Background: an optimization exercise with open tools, aiming at small area, a short achievable clock period and few clock cycles. Do not read the settings as production practice. Function was not checked in any run shown here: the RTL went through the layout flow alone. No activity file was given, so power comes from the tool's default toggle rates.

--- flow/flow/run.sh ---
#!/bin/bash
# Standard layout with two changes:
#  - the port buffers are made from the smallest plain buffer cell;
#  - the synthesis maps the logic with an area-oriented ABC script (flow/abc_area_deep.script)
#    in place of ORFS's speed script. Everything else in the synthesis is the standard flow's own script
#    (synth_recipe.tcl), so the registers and their names are those of the standard synthesis.
set -euo pipefail
here=$(pwd)
export BUFFER_PORTS_ARGS="-buffer_cell sky130_fd_sc_hd__buf_1"
export MY_ABC_SCRIPT="$here/flow/abc_area_deep.script"
{
  cat <<'EOT'
proc abc {args} {
  set i [lsearch -exact $args -script]
  if {$i >= 0} { lset args [expr {$i + 1}] $::env(MY_ABC_SCRIPT) }
  yosys abc {*}$args
}
EOT
  cat "$here/synth_recipe.tcl"
} > "$here/my_synth.tcl"
sed "s#$here/synth_recipe.tcl#$here/my_synth.tcl#g" standard.sh > my_standard.sh
grep -q my_synth.tcl my_standard.sh
bash my_standard.sh > standard.log 2>&1
--- flow/flow/abc_area_deep.script ---
strash
&get -n
&st
&dc2
&dch -f
&nf -a -R 1000
&st
&dc2
&dch -f
&nf -a -R 1000
&put
--- flow/standard.sh ---
#!/bin/bash
# synth_recipe.tcl (not shown) runs the flow's synth.tcl, then flattens the netlist and writes it again
# the make line also repeats each setting of config.mk as NAME=value (left out here)
make -C /OpenROAD-flow-scripts/flow DESIGN_CONFIG=/design/flow/config.mk WORK_HOME=/design/flow/orfs CLKGATE_MAP_FILE= SYNTH_SCRIPT=/design/flow/synth_recipe.tcl "${@:-finish}"
--- flow/config.mk ---
export PLATFORM = sky130hd
export DESIGN_NAME = sdio_host_seq
export DESIGN_NICKNAME = sdio_host_seq
export VERILOG_FILES = /design/flow/design.v
export SDC_FILE = /design/flow/constraint.sdc
export NUM_CORES = 4
export LEC_CHECK = 0
export CAP_MARGIN = 20
export CORE_MARGIN = 2
export CORE_UTILIZATION = 40
export SETUP_SLACK_MARGIN = 4.0
export SLEW_MARGIN = 20
--- flow/constraint.sdc ---
create_clock -name core_clock -period 8.0 [get_ports {clk}]
set_input_delay 1.6000 -clock core_clock [delete_from_list [all_inputs] [get_ports {clk}]]
set_output_delay 1.6000 -clock core_clock [all_outputs]
set_load 0.01 [all_outputs]
--- flow/design.v ---
module sdio_host_seq (
    input  wire        clk,
    input  wire        rst,           
    input  wire        gpio_irq,      
    input  wire        req_valid,
    output wire        req_ready,
    input  wire [3:0]  req_op,
    input  wire [31:0] req_arg0,
    input  wire [31:0] req_arg1,
    output wire        rsp_valid,
    output wire [2:0]  rsp_code,
    output reg  [31:0] rsp_value,
    output wire        cmd_valid,
    input  wire        cmd_ready,
    output reg         cmd_kind,      
    output reg  [31:0] cmd_arg,
    output reg         cmd_reg,       
    output wire [31:0] cmd_off,       
    output wire [31:0] cmd_wdata,     
    input  wire        bus_rsp_valid,
    input  wire        bus_rsp_fail,
    input  wire [7:0]  bus_rsp_data,
    input  wire [31:0] bus_rsp_word
);
    localparam [3:0] OP_INIT    = 4'd0,  OP_DEINIT  = 4'd1,  OP_RDREG  = 4'd2,
                     OP_WRREG   = 4'd3,  OP_BLKRD   = 4'd4,  OP_BLKWR  = 4'd5,
                     OP_STATUS  = 4'd6,  OP_CLEAR   = 4'd7,  OP_PEND   = 4'd8,
                     OP_SYNC    = 4'd9,
                     OP_RESET   = 4'd12, OP_ISINIT  = 4'd13, OP_SUSP   = 4'd14,
                     OP_RESUME  = 4'd15;
    localparam [2:0] RC_OK = 3'd0, RC_TRANSPORT = 3'd1, RC_NOT_READY = 3'd2,
                     RC_UNSUPPORTED = 3'd3, RC_TOO_MANY = 3'd4, RC_REFUSED = 3'd5;
    localparam [1:0] VAR_UNKNOWN = 2'd0, VAR_A = 2'd1, VAR_B = 2'd2;
    localparam [31:0] CHIP_ID_MASK = 32'hFFFFF000,
                      CHIP_ID_PAT_A = 32'h00100000, CHIP_ID_PAT_B = 32'h00300000;
    localparam [4:0] T_W0     = 5'd0,  T_W1     = 5'd1,  T_W2     = 5'd2,
                     T_SBRD   = 5'd3,  T_SBWR   = 5'd4,  T_REGRD  = 5'd5,
                     T_REGWR  = 5'd6,  T_X      = 5'd7,   
                     T_N1     = 5'd9,  T_N2LO   = 5'd10, T_N2HI   = 5'd11,
                     T_N3     = 5'd12, T_POLL   = 5'd13, T_N5LO   = 5'd14,
                     T_N5HI   = 5'd15, T_N6     = 5'd16, T_C0     = 5'd17,
                     T_C1     = 5'd18, T_FLG    = 5'd19, T_STS    = 5'd20,
                     T_CLA    = 5'd21, T_CLB0   = 5'd22, T_CLB1   = 5'd23,
                     T_RST    = 5'd24;
    localparam [1:0] AW_REGRD = 2'd0, AW_REGWR = 2'd1, AW_XA = 2'd2, AW_XB = 2'd3;
    reg        pend;         
    reg        wc;           
    reg        wf;           
    reg        wd;           
    reg        dn;           
    reg [2:0]  code;
    reg [4:0]  step;         
    reg [1:0]  aw;           
    reg        h_bs_set;     
    reg [1:0]  h_variant;
    reg        h_gpio;
    reg [3:0]  h_nint;
    reg        h_init;
    reg [3:0]  op;
    reg        dir;          
    reg [1:0]  k;            
    wire       ovf   = k[0];
    wire [1:0] polls = k;
    wire       rs    = dir;  
    reg [23:0] a;            
    reg [31:0] word;         
    wire [8:0] nblk  = word[17:9];    
    wire [6:0] nleft = word[8:2];     
    wire v    = bus_rsp_valid;
    wire f    = bus_rsp_fail;
    wire wt   = wc | wf | wd;
    wire fin  = v & (wf | (f & (wc | wd)));         
    assign cmd_valid = pend | (wc & v & ~f);
    assign rsp_valid = dn | fin;
    assign req_ready = ~(pend | wt) | fin;
    assign rsp_code  = {code[2:1], code[0] | (wt & f)};
    wire take = cmd_valid & cmd_ready;
    wire acc  = req_valid & req_ready;
    function [31:0] sb_word(input rw, input [2:0] fn, input raw, input [16:0] addr,
                            input [7:0] data);
        sb_word = {rw, fn, raw, 1'b0, addr, 1'b0, data};
    endfunction
    function [31:0] blk_word(input rw, input [2:0] fn, input bm, input [16:0] addr,
                             input [8:0] count);
        blk_word = {rw, fn, bm, 1'b1, addr, count};
    endfunction
    function [15:0] fix_addr(input chipid, input [1:0] kk);
        if (chipid) fix_addr = 16'h1000;
        else case (kk)
            2'd0:    fix_addr = 16'h1428;
            2'd1:    fix_addr = 16'h1408;
            2'd2:    fix_addr = 16'h1A00;
            default: fix_addr = 16'h1A84;
        endcase
    endfunction
    function [2:0] rmw_first(input [1:0] variant, input gpio);
        if (variant == VAR_B)  rmw_first = {1'b1, 2'd0};
        else if (gpio)         rmw_first = {1'b1, 2'd1};
        else                   rmw_first = {1'b0, 2'd0};
    endfunction
    function [2:0] rmw_after(input [1:0] kk, input gpio, input [3:0] n);
        case (kk)
            2'd0:    rmw_after = {gpio, 2'd1};
            2'd1:    rmw_after = {1'b1, 2'd2};
            2'd2:    rmw_after = {(n > 4'd5), 2'd3};
            default: rmw_after = {1'b0, 2'd0};
        endcase
    endfunction
    function [31:0] rmw_val(input [1:0] kk, input [3:0] n, input [31:0] w);
        integer i;
        begin
            rmw_val = w;
            case (kk)
                2'd0: rmw_val[8] = 1'b0;
                2'd1: rmw_val[8] = 1'b1;
                2'd2: for (i = 0; i < 5; i = i + 1)
                          if (i < n) rmw_val[27 + i] = 1'b1;
                default: for (i = 0; i < 3; i = i + 1)
                          if (i + 5 < n) rmw_val[i] = 1'b1;
            endcase
        end
    endfunction
    wire [2:0] xfn   = dir ? 3'd1 : 3'd0;
    wire [16:0] xadr = dir ? 17'd0 : 17'h10F;
    wire [7:0]  clr_a = {a[7:5], h_gpio ? a[4:0] : 5'd0};
    wire [15:0] fa    = fix_addr(op == OP_INIT, k);
    wire        cw    = (op == OP_INIT) | (op == OP_RESUME) | (op == OP_SYNC);
    wire [23:0] wa    = cw ? {8'd0, fa} : a;
    assign cmd_wdata = word;
    assign cmd_off   = {14'd0, aw[0] ? nblk : 9'd0, 9'd0};
    always @(*) begin
        cmd_kind  = 1'b0;
        cmd_reg   = 1'b0;
        case (step)
            T_W0:    cmd_arg = sb_word(1'b1, 3'd0, 1'b0, 17'h10C, wa[7:0]);
            T_W1:    cmd_arg = sb_word(1'b1, 3'd0, 1'b0, 17'h10D, wa[15:8]);
            T_W2:    cmd_arg = sb_word(1'b1, 3'd0, 1'b0, 17'h10E, wa[23:16]);
            T_SBRD:  cmd_arg = sb_word(1'b0, 3'd0, 1'b0, {13'h000F, a[3:0]}, 8'h00);
            T_SBWR:  cmd_arg = sb_word(1'b1, 3'd0, 1'b0, {13'h000F, a[3:0]}, word[7:0]);
            T_REGRD: begin
                cmd_kind = 1'b1;
                cmd_reg  = 1'b1;
                cmd_arg  = blk_word(1'b0, 3'd0, 1'b0, 17'h10F, 9'd4);
            end
            T_REGWR: begin
                cmd_kind = 1'b1;
                cmd_reg  = 1'b1;
                cmd_arg  = blk_word(1'b1, 3'd0, 1'b0, 17'h10F, 9'd4);
            end
            T_X: begin
                cmd_kind = 1'b1;
                cmd_arg  = blk_word(op[0], xfn, ~aw[0], xadr, aw[0] ? {nleft, 2'b00} : nblk);
            end
            T_N1:    cmd_arg = sb_word(1'b1, 3'd0, 1'b0, 17'h100, 8'h80);
            T_N2LO:  cmd_arg = sb_word(1'b1, 3'd0, 1'b0, 17'h010, 8'h00);
            T_N2HI:  cmd_arg = sb_word(1'b1, 3'd0, 1'b0, 17'h011, 8'h02);
            T_N3:    cmd_arg = sb_word(1'b1, 3'd0, 1'b0, 17'h002, 8'h02);
            T_POLL:  cmd_arg = sb_word(1'b0, 3'd0, 1'b0, 17'h003, 8'h00);
            T_N5LO:  cmd_arg = sb_word(1'b1, 3'd0, 1'b0, 17'h110, 8'h00);
            T_N5HI:  cmd_arg = sb_word(1'b1, 3'd0, 1'b0, 17'h111, 8'h02);
            T_N6:    cmd_arg = sb_word(1'b1, 3'd0, 1'b0, 17'h004, 8'h03);
            T_C0:    cmd_arg = sb_word(1'b0, 3'd0, 1'b0, 17'h0F2, 8'h00);
            T_C1:    cmd_arg = sb_word(1'b0, 3'd0, 1'b0, 17'h0F3, 8'h00);
            T_FLG:   cmd_arg = sb_word(1'b0, 3'd0, 1'b0,
                                       (h_variant == VAR_A) ? 17'h0F7 : 17'h0FE, 8'h00);
            T_STS:   cmd_arg = sb_word(1'b0, 3'd1, 1'b0, 17'h004, 8'h00);
            T_CLA:   cmd_arg = sb_word(1'b1, 3'd0, 1'b0, 17'h0F8, clr_a);
            T_CLB0:  cmd_arg = sb_word(1'b1, 3'd0, 1'b0, 17'h0FE, {3'd0, a[4:0]});
            T_CLB1:  cmd_arg = sb_word(1'b1, 3'd0, 1'b0, 17'h0F1, {5'd0, a[7:5]});
            T_RST:   cmd_arg = sb_word(1'b1, 3'd0, 1'b1, 17'h006, 8'h08);
            default: cmd_arg = 32'd0;
        endcase
    end
    wire [7:0] d = bus_rsp_data;
    wire       vs_w  = (op == OP_RDREG) & ~dir;    
    wire       vs_d  = (op == OP_RDREG) & dir;     
    wire       vs_p  = (op == OP_PEND);            
    wire       vs_s  = (op == OP_STATUS);          
    wire       fs_g  = vs_s & h_gpio;
    wire       fs_a  = fs_g & (h_variant == VAR_A);
    wire       fs_s  = vs_s & ~h_gpio;
    wire [4:0] flags = {(fs_a & d[4]) | (fs_s & d[5]),
                        (fs_g & d[3]) | (fs_s & d[4]),
                        (fs_g & d[2]) | (fs_s & d[3]),
                        (fs_g & d[1]) | (fs_s & d[2]),
                        vs_s & d[0]};
    wire [15:0] held = vs_s ? {word[7:0], word[15:8]} :
                       vs_p ? {8'd0, word[7:0]} :
                       (vs_w | vs_d) ? 16'd0 : {15'd0, h_init};
    always @(*) begin
        rsp_value = ({32{vs_w}} & bus_rsp_word) |
                    {11'd0, flags, ({8{vs_p}} & d), ({8{vs_d}} & d)} |
                    {16'd0, held};
    end
    wire        q_dir_reg = (req_arg0[31:4] == 28'h000000F);
    wire        q_dir_x   = (req_arg0 == 32'd0);
    wire        q_up      = (req_arg1[1:0] != 2'd0);            
    wire        q_xfer    = (req_op[3:1] == 3'b010);
    wire [15:0] q_sz      = req_arg1[17:2] + {15'd0, q_up & q_xfer};   
    wire [29:0] q_word    = {req_arg1[31:18], q_sz};            
    wire        q_hi      = (req_arg1[31:18] != 14'd0) || (q_up && (&req_arg1[17:2]));
    wire        q_ovf     = q_hi;                               
    wire        q_lo1     = &req_arg1[8:2];
    wire        q_lo0     = ~|req_arg1[8:2];
    wire        q_hasa    = (req_arg1[31:9] != 23'd0) || (q_lo1 && q_up);    
    wire        q_hasb    = !((q_lo0 && !q_up) || (q_lo1 && q_up));          
    wire        q_zero    = (req_arg1 == 32'd0);                            
    wire [4:0]  q_mlo     = req_arg0[4:0];
    wire [2:0]  q_mhi     = req_arg0[7:5];
    wire [2:0]  q_rmw0    = rmw_first(h_variant, h_gpio);
    wire [2:0]  r_rmw0    = rmw_first(h_variant, h_gpio);
    wire [2:0]  r_rmwn    = rmw_after(k, h_gpio, h_nint);
    wire [31:0] chip      = bus_rsp_word & CHIP_ID_MASK;
    always @(posedge clk) begin
        if (rst) begin
            pend      <= 1'b0;
            wc        <= 1'b0;
            wf        <= 1'b0;
            wd        <= 1'b0;
            dn        <= 1'b0;
            h_bs_set  <= 1'b0;
            h_variant <= VAR_UNKNOWN;
            h_gpio    <= gpio_irq;
            h_nint    <= 4'd0;
            h_init    <= 1'b0;
        end else begin
            dn <= 1'b0;
            if (wt && v) begin
                wc <= 1'b0;
                wf <= 1'b0;
                wd <= 1'b0;
                if (wc && !f) pend <= 1'b1;    
                case ({step == T_W0 && aw == AW_REGWR && cw,
                       step == T_C1 || step == T_FLG || step == T_STS})
                    2'b01:   word[15:0] <= {word[7:0], d};
                    2'b10:   word       <= rmw_val(k, h_nint, bus_rsp_word);
                    default: ;
                endcase
                if (wd && !f) begin
                    case (step)
                        T_POLL: begin
                            k <= polls + 2'd1;
                            if (d[1]) begin
                                step <= T_N5LO;
                                pend <= 1'b1;
                            end else if (polls == 2'd2) begin
                                code <= RC_NOT_READY;
                                dn   <= 1'b1;
                            end else begin
                                pend <= 1'b1;
                            end
                        end
                        T_N6: begin    
                            if (h_variant == VAR_UNKNOWN) begin
                                code <= RC_UNSUPPORTED;
                                dn   <= 1'b1;
                            end else begin
                                h_bs_set <= 1'b1;
                                h_init   <= 1'b1;
                                if (op == OP_RESUME && r_rmw0[2]) begin
                                    k    <= r_rmw0[1:0];
                                    aw   <= AW_REGRD;
                                    step <= T_W0;
                                    pend <= 1'b1;
                                end else begin
                                    code <= RC_OK;
                                    dn   <= 1'b1;
                                end
                            end
                        end
                        default: begin    
                            dn <= 1'b1;
                            if (chip == CHIP_ID_PAT_A || chip == CHIP_ID_PAT_B) begin
                                h_variant <= (chip == CHIP_ID_PAT_A) ? VAR_A : VAR_B;
                                h_bs_set  <= 1'b1;
                                h_init    <= 1'b1;
                                code      <= RC_OK;
                            end else begin
                                code      <= RC_UNSUPPORTED;
                            end
                        end
                    endcase
                end
            end
            if (take) begin
                pend <= 1'b0;
                code <= RC_OK;
                wc   <= 1'b1;
                case (step)
                    T_W0: step <= T_W1;
                    T_W1: step <= T_W2;
                    T_W2: begin
                        case (aw)
                            AW_REGRD: step <= T_REGRD;
                            AW_REGWR: step <= T_REGWR;
                            AW_XA: begin
                                if (ovf) begin
                                    wc   <= 1'b0;
                                    wf   <= 1'b1;
                                    code <= RC_TRANSPORT;
                                end else begin
                                    step <= T_X;
                                end
                            end
                            default: step <= T_X;
                        endcase
                    end
                    T_REGRD: begin
                        if (op == OP_RDREG) begin
                            wc <= 1'b0;
                            wf <= 1'b1;
                        end else if (op == OP_INIT) begin
                            wc <= 1'b0;
                            wd <= 1'b1;
                        end else begin
                            aw   <= AW_REGWR;
                            step <= T_W0;
                        end
                    end
                    T_REGWR: begin
                        if (op == OP_WRREG || !r_rmwn[2]) begin
                            wc <= 1'b0;
                            wf <= 1'b1;
                        end else begin
                            k    <= r_rmwn[1:0];
                            aw   <= AW_REGRD;
                            step <= T_W0;
                        end
                    end
                    T_X: begin
                        if (aw[0] || nleft == 7'd0) begin
                            wc <= 1'b0;
                            wf <= 1'b1;
                        end else if (dir) begin
                            aw <= AW_XB;
                        end else begin
                            a[23:9] <= a[23:9] + {6'd0, nblk};
                            aw      <= AW_XB;
                            step    <= T_W0;
                        end
                    end
                    T_N1:   step <= T_N2LO;
                    T_N2LO: step <= T_N2HI;
                    T_N2HI: step <= T_N3;
                    T_N3:   step <= T_POLL;
                    T_POLL: begin
                        wc <= 1'b0;
                        wd <= 1'b1;
                    end
                    T_N5LO: step <= T_N5HI;
                    T_N5HI: step <= T_N6;
                    T_N6: begin
                        if (rs) begin
                            wc <= 1'b0;
                            wd <= 1'b1;
                        end else begin
                            aw   <= AW_REGRD;
                            step <= T_W0;
                        end
                    end
                    T_C0: begin
                        step <= T_C1;
                    end
                    T_C1: begin
                        if (op == OP_PEND) begin
                            wc <= 1'b0;
                            wf <= 1'b1;
                        end else begin
                            step <= h_gpio ? T_FLG : T_STS;
                        end
                    end
                    T_CLB0: begin
                        if (a[7:5] != 3'd0) begin
                            step <= T_CLB1;
                        end else begin
                            wc <= 1'b0;
                            wf <= 1'b1;
                        end
                    end
                    default: begin    
                        wc <= 1'b0;
                        wf <= 1'b1;
                    end
                endcase
            end
            if (acc) begin
                op   <= req_op;
                a    <= req_arg0[23:0];
                word <= {q_word, req_arg1[1:0]};
                k    <= (req_op == OP_SYNC) ? q_rmw0[1:0] : {1'b0, q_xfer & q_ovf};
                dir  <= q_xfer ? q_dir_x :
                        (req_op == OP_INIT || req_op == OP_RESUME) ? (req_op[3] | req_arg0[0]) :
                        q_dir_reg;
                aw   <= {q_xfer, q_xfer ? ~q_hasa : (req_op[0] & ~req_op[3])};
                case (req_op)
                    OP_INIT, OP_RESUME: begin
                        h_init <= 1'b0;
                        step   <= T_N1;
                        pend   <= 1'b1;
                    end
                    OP_DEINIT: begin
                        h_init <= 1'b0;
                        code   <= RC_OK;
                        dn     <= 1'b1;
                    end
                    OP_RDREG, OP_WRREG: begin
                        step <= q_dir_reg ? (req_op[0] ? T_SBWR : T_SBRD) : T_W0;
                        pend <= 1'b1;
                    end
                    OP_BLKRD, OP_BLKWR: begin
                        if (!h_bs_set) begin
                            code <= RC_TRANSPORT;
                            dn   <= 1'b1;
                        end else if (q_zero) begin
                            code <= RC_OK;
                            dn   <= 1'b1;
                        end else if (!q_dir_x) begin
                            step <= T_W0;
                            pend <= 1'b1;
                        end else if (q_hasa && q_ovf) begin
                            code <= RC_TRANSPORT;
                            dn   <= 1'b1;
                        end else begin
                            step <= T_X;
                            pend <= 1'b1;
                        end
                    end
                    OP_STATUS, OP_PEND: begin
                        if (!req_op[3] && h_gpio && h_variant == VAR_UNKNOWN) begin
                            code <= RC_REFUSED;
                            dn   <= 1'b1;
                        end else begin
                            step <= T_C0;
                            pend <= 1'b1;
                        end
                    end
                    OP_CLEAR: begin
                        code      <= RC_OK;
                        if (h_variant == VAR_A) begin
                            if (q_mhi != 3'd0 || (h_gpio && q_mlo != 5'd0)) begin
                                step <= T_CLA;
                                pend <= 1'b1;
                            end else begin
                                dn   <= 1'b1;
                            end
                        end else if (h_variant == VAR_B) begin
                            if (h_gpio && q_mlo != 5'd0) begin
                                step <= T_CLB0;
                                pend <= 1'b1;
                            end else if (q_mhi != 3'd0) begin
                                step <= T_CLB1;
                                pend <= 1'b1;
                            end else begin
                                dn   <= 1'b1;
                            end
                        end else begin
                            code <= RC_REFUSED;
                            dn   <= 1'b1;
                        end
                    end
                    OP_SYNC: begin
                        if (req_arg0[31:4] != 28'd0 || (req_arg0[3] && req_arg0[2:0] != 3'd0)) begin
                            code <= RC_TOO_MANY;
                            dn   <= 1'b1;
                        end else if (h_variant == VAR_UNKNOWN) begin
                            code <= RC_REFUSED;
                            dn   <= 1'b1;
                        end else begin
                            h_nint <= req_arg0[3:0];
                            if (q_rmw0[2]) begin
                                step <= T_W0;
                                pend <= 1'b1;
                            end else begin
                                code <= RC_OK;
                                dn   <= 1'b1;
                            end
                        end
                    end
                    OP_RESET, OP_SUSP: begin
                        h_init <= 1'b0;
                        step   <= T_RST;
                        pend   <= 1'b1;
                    end
                    OP_ISINIT: begin
                        code <= RC_OK;
                        dn   <= 1'b1;
                    end
                    default: begin    
                        code <= RC_REFUSED;
                        dn   <= 1'b1;
                    end
                endcase
            end
        end
    end
endmodule
==> flow_summary.yaml, run 1 <==
status:
  status: "finished clean"
worst_setup_path:
  crit_slowest_cell: "edfxtp_1"
  startpoint_type: "flop"
  timing.rr.end: "step[0]$_DFFE_PN_"
  r2r_slack_ns: 4.34
  rr_startpoint: "step[3]$_DFFE_PN_"
  cp_cell_sequence: "buf_6 -> buf_4 -> and2_2 -> nand2_1 -> nor2_1 -> o21a_1 -> a21o_1 -> a21oi_2 -> nand3_1 -> buf_1"
  setup.worst_path.end_class: "output pin"
  cp.required_ns: 6.40
  crit_type: "reg2out"
  cp.arrival_ns: 2.41
  r2r_cells: 13
  cpPeakStageDelay_ns: 0.47
  crit_fanout: 7
floorplan:
  initial_core_util: 0.411
  die-area_um2: 19000
  core_um2: 17400
  io_pins: 251
  die_w_um: 138
  die_h_um: 138
  fp-row-count: 48
grt:
  antenna_found_initial: 0
  grt.total_usage: 0.322
  overflow: 0
  grt_pass1_wl_um: 45400
  grt_max_degree: 57
  grt_pass1_vias: 7668
worst_hold_path:
  hold_path_end: "h_variant[1]$_SDFFE_PP0P_"
  min_path_type: "reg2reg"
  min-delay-start: "h_variant[1]$_SDFFE_PP0P_"
  min_path_cells: 2
pwr:
  ir_worst_vdd_mv: 0.111
  cellPowerDensity_nw_per_um2: 155
  leakagePower_uw: 0.00325
timing:
  rsz0062_at_grt: "true"
  finalSetupTns_ns: 0
  slew_headroom: 0.395
  fin_skew_ns: 0.0151
  fmax_mhz: 250
  final_max_slew_viol_count: 0
  period_share: 0.501
  tightest_slew_ns: 0.907
  fin_crit_ns: 4.01
  setup_violations: 0
  hold_viol_final: 0
cts:
  clkSinkCount: 87
  htree_levels: 3
  clk_latency_ns: 0.36
  clkTransAtPathRegs_ns: 0.06
  holdBufCountCts: 0
  cts_tree: "built"
  root_buffer: "clkbuf_16"
  clk_path_buf_depth: 2
  cts_buffers: 9
yosys:
  syn_area_per_cell_um2: 7.94
  synth_most_common_cell: "nand2_1"
  synth_top_area_share: 0.310
  synth_area_leader_cell: "edfxtp_1"
  synthTopCellsByArea: "edfxtp_1 (31%), nand2_1 (7.7%), a21oi_1 (5.2%)"
  synth.distinct_cells: 56
  syn_inst: 902
  synthArstFlopShare: 0
  yosysSeqAreaShare: 0.347
  yosys_register_bits: 87
  syn_area_um2: 7160
  synth_common_cells: "nand2_1 (146), nor2_1 (90), a21oi_1 (74), edfxtp_1 (74), o21ai_0 (50)"
  ys.warnings.count: 1
  synth_edf_count: 74
  ys.flop_type: "edfxtp_1"
drt:
  final_antenna_net_count: 0
  wl_per_cell_um: 22.4
  drc: 0
  drt-total-wl_um: 31200
  vias_per_cell: 6.26
  first_pass_iters: 6
  vias: 8730
  initialDrtViolationCount: 1145
finish:
  diodes: 0
  final_util: 0.521
  syn2layout_area_growth_pct: 26.7
  final_nets: 1300
  drive_above_1_share: 0.103
  final_cells: 1395
  num-fill-cells: 1768
placed_design:
  dp_hpwl_um: 23400
  port-buffer-count: 217
  gp_congestion: 0.966
  dpl.cell_count: 1345
flow_run:
  drv_cap: 0
-- final cells by class --
type	instances	area, µm²	area share
Multi-Input combinational cell	773	4680	0.516
Clock buffer	9	225	0.0248
Sequential cell	87	2480	0.274
Tap cell	225	282	0.0310
Clock inverter	7	73.8	0.00814
Inverter	37	140	0.0155
Timing Repair Buffer	257	1190	0.131
-- worst max-delay path, delay by kind of cell, from the launching register on --
| family | cells | cell delay (ns) |
|---|---|---|
| compound gates | 3 | 0.55 |
| simple gates | 4 | 0.53 |
| buf+inv | 3 | 0.52 |
| flops | 1 | 0.47 |
-- registers in the layout, indices dropped and copies added (netlist names), 2 cells and up --
register and count:
a 24, aw 2, code 3, h_nint 4, h_variant 2, k 2, op 4, step 5
word 32
-- metrics by stage --
stage               total power, µW  hold WS, ns  instance area (µm²)  worst slack, ns
floorplan                       779        0.456                 7290             3.89
global placement                916        0.506                 8160             3.49
detailed placement              916        0.506                 8170             3.38
CTS                            1370        0.517                 8770             3.97
global route                   1450        0.545                 9070             3.91
finish                         1400        0.523                 9070             3.99
-- timing repair --
action / CTS / global route
resized for setup: 36 / 70
endpoints found under the hold margin: 0 / 0
setup endpoints to repair: 43 / 91
pin swaps: 6 / 9
buffers inserted: 23 / 11
-- report_power, final --
group | internal, µW | switching (µW) | total [µW]
Combinational | 140 | 256 | 396
Sequential | 530 | 36.9 | 567
Clock | 221 | 219 | 439
-- layout by cell type, fill, tap and decap left out, types with 18 or more instances in the layout --
cell type  Yosys  routed
a21oi_1       74      72
a222oi_1      18      18
and2_0        32      27
buf_1          0     205
buf_4         37      35
clkinv_1      37      35
conb_1         1      33
edfxtp_1      74      74
ha_1          19      19
nand2_1      146     140
nand3_1       41      39
nor2_1        90      79
nor4_1        23      20
o21ai_0       50      47
o22ai_1       21      21
-- per-layer routing --
| metal | track usage | up-vias | wire (µm) |
|---|---|---|---|
| li1 | - | 3896 | - |
| met1 | 0.439 | 4020 | 12200 |
| met2 | 0.494 | 707 | 13600 |
| met3 | 0.0695 | 107 | 4180 |
| met4 | 0.137 | 0 | 1240 |
| met5 | 0 | - | 0 |
-- worst max-delay path by stage --
| stage | from | end | slack, ns | cells past startpoint |
|---|---|---|---|---|
| final | step[4]$_DFFE_PN_ | cmd_arg[1] | 3.99 | 10 |
| after global routing | op[0]$_DFFE_PP_ | rsp_value[0] | 3.91 | 7 |
| after CTS | step[2]$_DFFE_PN_ | cmd_arg[3] | 3.97 | 8 |
| after detailed placement | bus_rsp_word[22] | code[0]$_DFFE_PN_ | 3.38 | 14 |
| after global placement | bus_rsp_word[22] | code[0]$_DFFE_PN_ | 3.49 | 14 |
| after floorplan | bus_rsp_valid | step[3]$_DFFE_PN_ | 3.89 | 8 |
-- kinds of logic after synthesis --
kind of cell    count (synthesis)  synth area share
simple gates                  438             0.294
compound gates                260             0.238
flops                          87             0.347
buf+inv                        74            0.0582
xor+xnor                       22            0.0269
fa+ha+maj                      20            0.0360
other cells                     1          0.000524
==> inputs of run 2 (changes only) <==
--- a/flow/flow/run.sh
+++ b/flow/flow/run.sh
@@ -3,2 +3,3 @@
 #  - the port buffers are made from the smallest plain buffer cell;
+#  - one tie cell drives all constant outputs;
 #  - the synthesis maps the logic with an area-oriented ABC script (flow/abc_area_deep.script)
@@ -9,2 +10,3 @@
 export BUFFER_PORTS_ARGS="-buffer_cell sky130_fd_sc_hd__buf_1"
+export SKIP_REPAIR_TIE_FANOUT=1
 export MY_ABC_SCRIPT="$here/flow/abc_area_deep.script"
==> flow_summary.yaml, run 2 <==
status:
  status: "finished clean"
timing:
  period_share: 0.507
  setup_violations: 0
  final_max_slew_viol_count: 0
  slew_headroom: 0.401
  fin_ws_ns: 3.94
  rsz0062_at_grt: "true"
  tightest_slew_ns: 0.884
  fin_crit_ns: 4.06
  finalSetupTns_ns: 0
  fin_skew_ns: 0.00732
  fmax_mhz: 247
  hold_viol_final: 0
floorplan:
  die_w_um: 138
  die-area_um2: 19000
  core_um2: 17400
  initial_core_util: 0.411
  fp-row-count: 48
  die_h_um: 138
  io_pins: 251
cts:
  clk_path_buf_depth: 2
  clkSinkCount: 87
  clkTransAtPathRegs_ns: 0.07
  root_buffer: "clkbuf_16"
  cts_buffers: 9
  clk_latency_ns: 0.36
  htree_levels: 3
  cts_tree: "built"
pwr:
  leakagePower_uw: 0.00320
  cellPowerDensity_nw_per_um2: 164
  ir_worst_vdd_mv: 0.108
yosys:
  synthTopCellsByArea: "edfxtp_1 (31%), nand2_1 (7.7%), a21oi_1 (5.2%)"
  synth_top_area_share: 0.310
  syn_area_um2: 7160
  syn_inst: 902
  yosys_register_bits: 87
  synth_most_common_cell: "nand2_1"
  synthArstFlopShare: 0
  yosysSeqAreaShare: 0.347
  synth.distinct_cells: 56
  ys.warnings.count: 1
  synth_edf_count: 74
  synth_area_leader_cell: "edfxtp_1"
  synth_common_cells: "nand2_1 (146), nor2_1 (90), a21oi_1 (74), edfxtp_1 (74), o21ai_0 (50)"
  syn_area_per_cell_um2: 7.94
  ys.flop_type: "edfxtp_1"
finish:
  top_register: "word"
  drive_above_1_share: 0.110
  design_area_um2: 9000
  final_nets: 1274
  syn2layout_area_growth_pct: 25.8
  top_regs: "word: 32 flops, a: 24 flops, step: 5 flops"
  final_common_cell: "buf_1"
  largest_register_ffs: 32
  final_cell_mix: "buf_1 (201), nand2_1 (138), nor2_1 (79)"
  diodes: 0
grt:
  grt_pass1_vias: 7503
  antenna_found_initial: 0
  grt_max_degree: 57
  grt_pass1_wl_um: 44400
  overflow: 0
  grt.total_usage: 0.316
worst_setup_path:
  cp_num_buf_inv: 3
  setup.worst_path.end_class: "output pin"
  critical_path.top_delay_family: "simple AND/OR/NAND/NOR gates"
  crit_fanout: 5
  crit_type: "reg2out"
  cp_cell_sequence: "buf_6 -> or3_4 -> nor3_2 -> buf_4 -> nor2b_4 -> a21o_1 -> a21oi_1 -> nand3_1 -> clkbuf_2"
  cp.arrival_ns: 2.46
  startpoint_type: "flop"
  cp.required_ns: 6.40
  crit_slowest_cell: "edfxtp_1"
  cpPeakStageDelay_ns: 0.49
drt:
  initialDrtViolationCount: 1312
  vias: 8600
  drc: 0
  drt-total-wl_um: 31200
  wl_per_cell_um: 22.8
  final_antenna_net_count: 0
  vias_per_cell: 6.28
  first_pass_iters: 8
placed_design:
  gp_congestion: 0.968
  dp_hpwl_um: 23300
  pre_cts_ws_ns: 3.45
  port-buffer-count: 217
  place_area_um2: 8060
worst_hold_path:
  min_path_type: "reg2reg"
flow_run:
  drv_cap: 0
==> run 2: path summary, 6_finish.rpt <==
kind	to	slack, ns	startpoint	depth (start not counted)
worst max register to register	step[0]$_DFFE_PN_	4.32	step[3]$_DFFE_PN_	14
worst min register to register	h_variant[1]$_SDFFE_PP0P_	0.50	h_variant[1]$_SDFFE_PP0P_	2
worst max-delay path	cmd_arg[1]	3.94	step[2]$_DFFE_PN_	9
worst min-delay path	h_variant[1]$_SDFFE_PP0P_	0.50	h_variant[1]$_SDFFE_PP0P_	2
==> run 2: power by group <==
group | leakage, µW | internal [µW] | switching, µW
clock network | 0.000173 | 311 | 208
registers | 0.000798 | 530 | 37.6
logic | 0.00223 | 140 | 252
==> run 2: kinds of logic (layout without fill, tap and decap cells) <==
family,after synthesis,after routing,synth area share
flops,87,87,0.347
fa+ha+maj,20,20,0.0360
simple gates,438,438,0.294
xor+xnor,22,22,0.0269
compound gates,260,260,0.238
other cells,1,1,0.000524
buf+inv,74,316,0.0582
==> run 2: per-layer routing <==
metal / up-vias / track usage / wire length [µm]
li1: 3876 / - / -
met1: 4051 / 0.443 / 12600
met2: 594 / 0.499 / 14000
met3: 79 / 0.0383 / 3550
met4: 0 / 0.117 / 955
met5: - / 0 / 0
==> run 2: timing repair <==
item,in CTS,in global routing
gates cloned,0,0
resized for setup,33,73
pin swaps,2,14
setup endpoints to repair,44,102
hold buffers,0,0
setup buffers,21,17
==> run 2: worst register-to-register path: stages, from the launching register on <==
cell and delay, ns:
edfxtp_1 0.50, buf_4 0.21, buf_4 0.15, nor2_2 0.26, nand2_1 0.14, nor2_1 0.51
nor3_1 0.14, nand2_1 0.10, nand2_1 0.21, nor4_4 0.41, o221ai_1 0.17, a31oi_1 0.29
a31oi_1 0.12, nor3_1 0.14, a21oi_1 0.06
==> run 2: cell type report <==
class / count / area, µm²
Tap cell: 225 / 282
Clock buffer: 9 / 225
Sequential cell: 87 / 2480
Clock inverter: 7 / 128
Timing Repair Buffer: 263 / 1220
Fill cell: 1759 / 8410
Multi-Input combinational cell: 741 / 4530
Inverter: 37 / 141
==> run 2: through the flow <==
stage	instances	util	hold slack [ns]	total power, µW
final	1369	0.517	0.497	1480
after global routing	1369	0.517	0.537	1530
after CTS	1352	0.498	0.503	1440
after detailed placement	1315	0.463	0.494	914
after global placement	1315	0.463	0.500	915
after floorplan	902	-	0.456	779
==> inputs of run 3 (changes only) <==
--- a/flow/design.v
+++ b/flow/design.v
@@ -45,2 +45,3 @@
     localparam [1:0] AW_REGRD = 2'd0, AW_REGWR = 2'd1, AW_XA = 2'd2, AW_XB = 2'd3;
+    localparam [1:0] CAP_NONE = 2'd0, CAP_BYTE = 2'd1, CAP_RMW = 2'd3;
     reg        pend;         
@@ -53,2 +54,4 @@
     reg [1:0]  aw;           
+    reg [1:0]  cap;
+    reg        cw;           
     reg        h_bs_set;     
@@ -59,7 +62,11 @@
     reg [3:0]  op;
+    reg        rs;           
     reg        dir;          
+    reg        ovf;          
     reg [1:0]  k;            
-    wire       ovf   = k[0];
-    wire [1:0] polls = k;
-    wire       rs    = dir;  
+    reg [1:0]  polls;
+    reg        vs_w;         
+    reg        vs_d;         
+    reg        vs_p;         
+    reg        vs_s;         
     reg [23:0] a;            
@@ -126,3 +133,2 @@
     wire [15:0] fa    = fix_addr(op == OP_INIT, k);
-    wire        cw    = (op == OP_INIT) | (op == OP_RESUME) | (op == OP_SYNC);
     wire [23:0] wa    = cw ? {8'd0, fa} : a;
@@ -174,6 +180,2 @@
     wire [7:0] d = bus_rsp_data;
-    wire       vs_w  = (op == OP_RDREG) & ~dir;    
-    wire       vs_d  = (op == OP_RDREG) & dir;     
-    wire       vs_p  = (op == OP_PEND);            
-    wire       vs_s  = (op == OP_STATUS);          
     wire       fs_g  = vs_s & h_gpio;
@@ -232,6 +234,5 @@
                 if (wc && !f) pend <= 1'b1;    
-                case ({step == T_W0 && aw == AW_REGWR && cw,
-                       step == T_C1 || step == T_FLG || step == T_STS})
-                    2'b01:   word[15:0] <= {word[7:0], d};
-                    2'b10:   word       <= rmw_val(k, h_nint, bus_rsp_word);
+                case (cap)
+                    CAP_BYTE: word[15:0] <= {word[7:0], d};
+                    CAP_RMW: word       <= rmw_val(k, h_nint, bus_rsp_word);
                     default: ;
@@ -241,3 +242,3 @@
                         T_POLL: begin
-                            k <= polls + 2'd1;
+                            polls <= polls + 2'd1;
                             if (d[1]) begin
@@ -261,2 +262,3 @@
                                     k    <= r_rmw0[1:0];
+                                    cw   <= 1'b1;
                                     aw   <= AW_REGRD;
@@ -287,2 +289,3 @@
                 code <= RC_OK;
+                cap  <= CAP_NONE;
                 wc   <= 1'b1;
@@ -315,2 +318,3 @@
                         end else begin
+                            cap  <= CAP_RMW;
                             aw   <= AW_REGWR;
@@ -325,2 +329,3 @@
                             k    <= r_rmwn[1:0];
+                            cw   <= 1'b1;
                             aw   <= AW_REGRD;
@@ -361,2 +366,3 @@
                     T_C0: begin
+                        cap  <= CAP_BYTE;
                         step <= T_C1;
@@ -368,2 +374,3 @@
                         end else begin
+                            cap  <= CAP_BYTE;
                             step <= h_gpio ? T_FLG : T_STS;
@@ -387,8 +394,13 @@
                 op   <= req_op;
+                vs_w <= (req_op == OP_RDREG) & ~q_dir_reg;
+                vs_d <= (req_op == OP_RDREG) & q_dir_reg;
+                vs_p <= (req_op == OP_PEND);
+                vs_s <= (req_op == OP_STATUS);
                 a    <= req_arg0[23:0];
                 word <= {q_word, req_arg1[1:0]};
-                k    <= (req_op == OP_SYNC) ? q_rmw0[1:0] : {1'b0, q_xfer & q_ovf};
-                dir  <= q_xfer ? q_dir_x :
-                        (req_op == OP_INIT || req_op == OP_RESUME) ? (req_op[3] | req_arg0[0]) :
-                        q_dir_reg;
+                ovf  <= q_ovf;
+                rs   <= req_op[3] | req_arg0[0];               
+                polls <= 2'd0;
+                cw   <= (req_op == OP_INIT) | (req_op == OP_RESUME) | (req_op == OP_SYNC);
+                dir  <= q_xfer ? q_dir_x : q_dir_reg;
                 aw   <= {q_xfer, q_xfer ? ~q_hasa : (req_op[0] & ~req_op[3])};
@@ -470,2 +482,3 @@
                             if (q_rmw0[2]) begin
+                                k    <= q_rmw0[1:0];
                                 step <= T_W0;
==> flow/flow/run.sh (replaced) <==
#!/bin/bash
# Standard layout, with the port buffers made from the smallest plain buffer cell.
set -euo pipefail
export BUFFER_PORTS_ARGS="-buffer_cell sky130_fd_sc_hd__buf_1"
bash standard.sh > standard.log 2>&1
removed: flow/flow/abc_area_deep.script
==> flow_summary.yaml, run 3 <==
status:
  status: "finished clean"
finish:
  diodes: 0
  final_nets: 1392
  syn2layout_area_growth_pct: 16.9
  drive_above_1_share: 0.0755
  final_cell_mix: "buf_1 (207), nand2_1 (124), nor2_1 (107)"
  final_util: 0.474
  final_common_cell: "buf_1"
  top_regs: "word: 32 flops, a: 24 flops, step: 5 flops"
  top_register: "word"
  largest_register_ffs: 32
yosys:
  synth_area_leader_cell: "edfxtp_1"
  synthTopCellsByArea: "edfxtp_1 (30%), nand2_1 (5.5%), nor2_1 (5.0%)"
  yosysSeqAreaShare: 0.331
  yosys_register_bits: 98
  synth_edf_count: 85
  synth_most_common_cell: "nand2_1"
  synth.distinct_cells: 75
  synth_common_cells: "nand2_1 (124), nor2_1 (113), edfxtp_1 (85)"
  syn_area_per_cell_um2: 8.00
  synth_top_area_share: 0.300
  synthArstFlopShare: 0
  syn_area_um2: 8500
  ys.flop_type: "edfxtp_1"
  ys.warnings.count: 1
  syn_inst: 1063
placed_design:
  dp_hpwl_um: 25300
  gp_congestion: 0.938
  port-buffer-count: 217
  pre_cts_ws_ns: 3.65
worst_setup_path:
  setup.worst_path.end_class: "output pin"
  startpoint_type: "input port"
  cp.required_ns: 6.40
  crit_fanout: 4
  cpPeakStageDelay_ns: 0.26
  crit_slowest_cell: "mux2_4"
  crit_type: "in2out"
  cp_cell_sequence: "buf_1 -> buf_6 -> mux2_4 -> a22o_1 -> buf_2"
  cp_num_buf_inv: 3
  cp.arrival_ns: 2.44
  critical_path.top_delay_family: "buffers and inverters"
timing:
  fmax_mhz: 248
  slew_headroom: 0.297
  fin_skew_ns: 0.00937
  fin_ws_ns: 3.96
  setup_violations: 0
  final_max_slew_viol_count: 0
  finalSetupTns_ns: 0
  period_share: 0.505
  rsz0062_at_grt: "true"
  hold_viol_final: 0
  fin_crit_ns: 4.04
  tightest_slew_ns: 1.05
cts:
  clk_path_buf_depth: 2
  cts_buffers: 9
  htree_levels: 3
  root_buffer: "clkbuf_16"
  clkTransAtPathRegs_ns: 0.07
  cts_tree: "built"
  clkSinkCount: 98
  clk_latency_ns: 0.35
flow_run:
  drv_cap: 0
drt:
  vias_per_cell: 6.11
  vias: 9361
  final_antenna_net_count: 0
  drc: 0
  initialDrtViolationCount: 1027
  first_pass_iters: 8
  drt-total-wl_um: 33500
  wl_per_cell_um: 21.9
floorplan:
  io_pins: 251
  fp-row-count: 53
  die_h_um: 150
  core_um2: 21000
  initial_core_util: 0.406
  die-area_um2: 22400
  die_w_um: 150
pwr:
  cellPowerDensity_nw_per_um2: 163
  ir_worst_vdd_mv: 0.0996
  leakagePower_uw: 0.00362
grt:
  overflow: 0
  antenna_found_initial: 0
  grt_pass1_wl_um: 49800
  grt_pass1_vias: 8581
  grt.total_usage: 0.290
  grt_max_degree: 47
worst_hold_path:
  min_path_type: "reg2reg"
run 3: cell count changes after synthesis, moves of 11 or more:
cell	before	now
clkinv_1	37	0
nor2_1	90	113
clkbuf_1	0	46
inv_1	0	40
nand2_1	146	124
and2_0	32	0
o21ai_0	50	61
o22ai_1	21	10
mux2i_1	0	19
and2_1	0	28
edfxtp_1	74	85
run 3: cell type report:
type | count | area (µm²)
multi-input combinational | 862 | 5250
clock inverter | 5 | 85.1
sequential | 98 | 2810
clock buffer | 11 | 243
tap | 275 | 344
inverter | 40 | 150
timing repair buffer | 242 | 1050
fill | 2209 | 11000
run 3: path summary, 6_finish.rpt:
kind | slack [ns] | from | end | depth (start not counted)
max | 3.96 | bus_rsp_data[1] | rsp_value[17] | 5
min | 0.52 | h_variant[0]$_SDFFE_PP0P_ | h_variant[0]$_SDFFE_PP0P_ | 2
max reg2reg | 5.18 | wc$_SDFFE_PP0P_ | a[18]$_DFFE_PP_ | 6
min reg2reg | 0.52 | h_variant[0]$_SDFFE_PP0P_ | h_variant[0]$_SDFFE_PP0P_ | 2
run 3: stage by stage:
stage / cells / total power, µW / cell area (µm²) / hold slack (ns)
3_5_place_dp: 1505 / 1110 / 9390 / 0.518
5_1_grt: 1533 / 1690 / 9940 / 0.559
6_report: 1533 / 1620 / 9940 / 0.523
2_1_floorplan: 1095 / 956 / 8620 / 0.459
3_3_place_gp: 1505 / 1110 / 9390 / 0.511
4_1_cts: 1529 / 1600 / 9830 / 0.527
run 3: layer usage:
metal / global-route usage / share of wire
met5: 0 / 0
met4: 0.0958 / 0.029
met2: 0.471 / 0.46
met1: 0.397 / 0.41
met3: 0.0427 / 0.099
run 3: logic make-up after synthesis:
kind of cell / after synthesis / share of synthesized area
muxes: 24 / 0.0290
and+or+nand+nor: 446 / 0.261
DFF: 98 / 0.331
AOI/OAI and AO/OA: 307 / 0.237
other: 1 / 0.000441
xor gates and xnor gates: 28 / 0.0288
buffers and inverters: 135 / 0.0767
adders and majority gates: 24 / 0.0362
run 3: worst min-delay path, cell delays in order, from the launching register on:
cell and delay [ns]:
dfxtp_1 0.33, nor2_1 0.10, a211oi_1 0.05
run 3: repair_timing:
item | 4_1_cts | 5_1_grt
setup buffers | 8 | 4
endpoints found under the setup margin | 21 | 20
endpoints found under the hold margin | 0 | 0
pin swaps | 0 | 3
resized for setup | 15 | 25
hold buffers | 0 | 0
run 3: report_power, final:
| group | total, µW | switching [µW] | internal (µW) | leakage [µW] |
|---|---|---|---|---|
| Clock | 484 | 199 | 285 | 0.000157 |
| Combinational | 483 | 312 | 171 | 0.00256 |
| Sequential | 651 | 46.3 | 604 | 0.000906 |

-- separate check: timing with driven ports --
The results above use ideal ports. As a check the final layouts listed here were re-extracted and re-timed, cells and wires unchanged.
Step 1: set_driving_cell puts a clkbuf_16 on clk and a buf_2 on each other input, an assumption about the parent block.
Step 2 times the ports against the registers' clock, not the clock port: input delays grow and output delays shrink by t, the midpoint of the rising clock arrivals with the driver on.
Three values: ideal, step 1, step 2; two values: the first two.
run | t (ns) | setup WS [ns] | worst setup path after step 2 | pins driven straight from the clock port
run 1 | 0.399 | 3.995 / 3.952 / 3.661 | input to register | 1
run 2 | 0.395 | 3.944 / 3.902 / 3.646 | input to register | 1
run 3 | 0.399 | 3.963 / 3.940 / 3.873 | input to register | 1
After both steps every run listed still meets setup and hold. The setup slack of run 1, which loses most, moves by -0.043 ns with the drivers and by -0.334 ns with both steps.
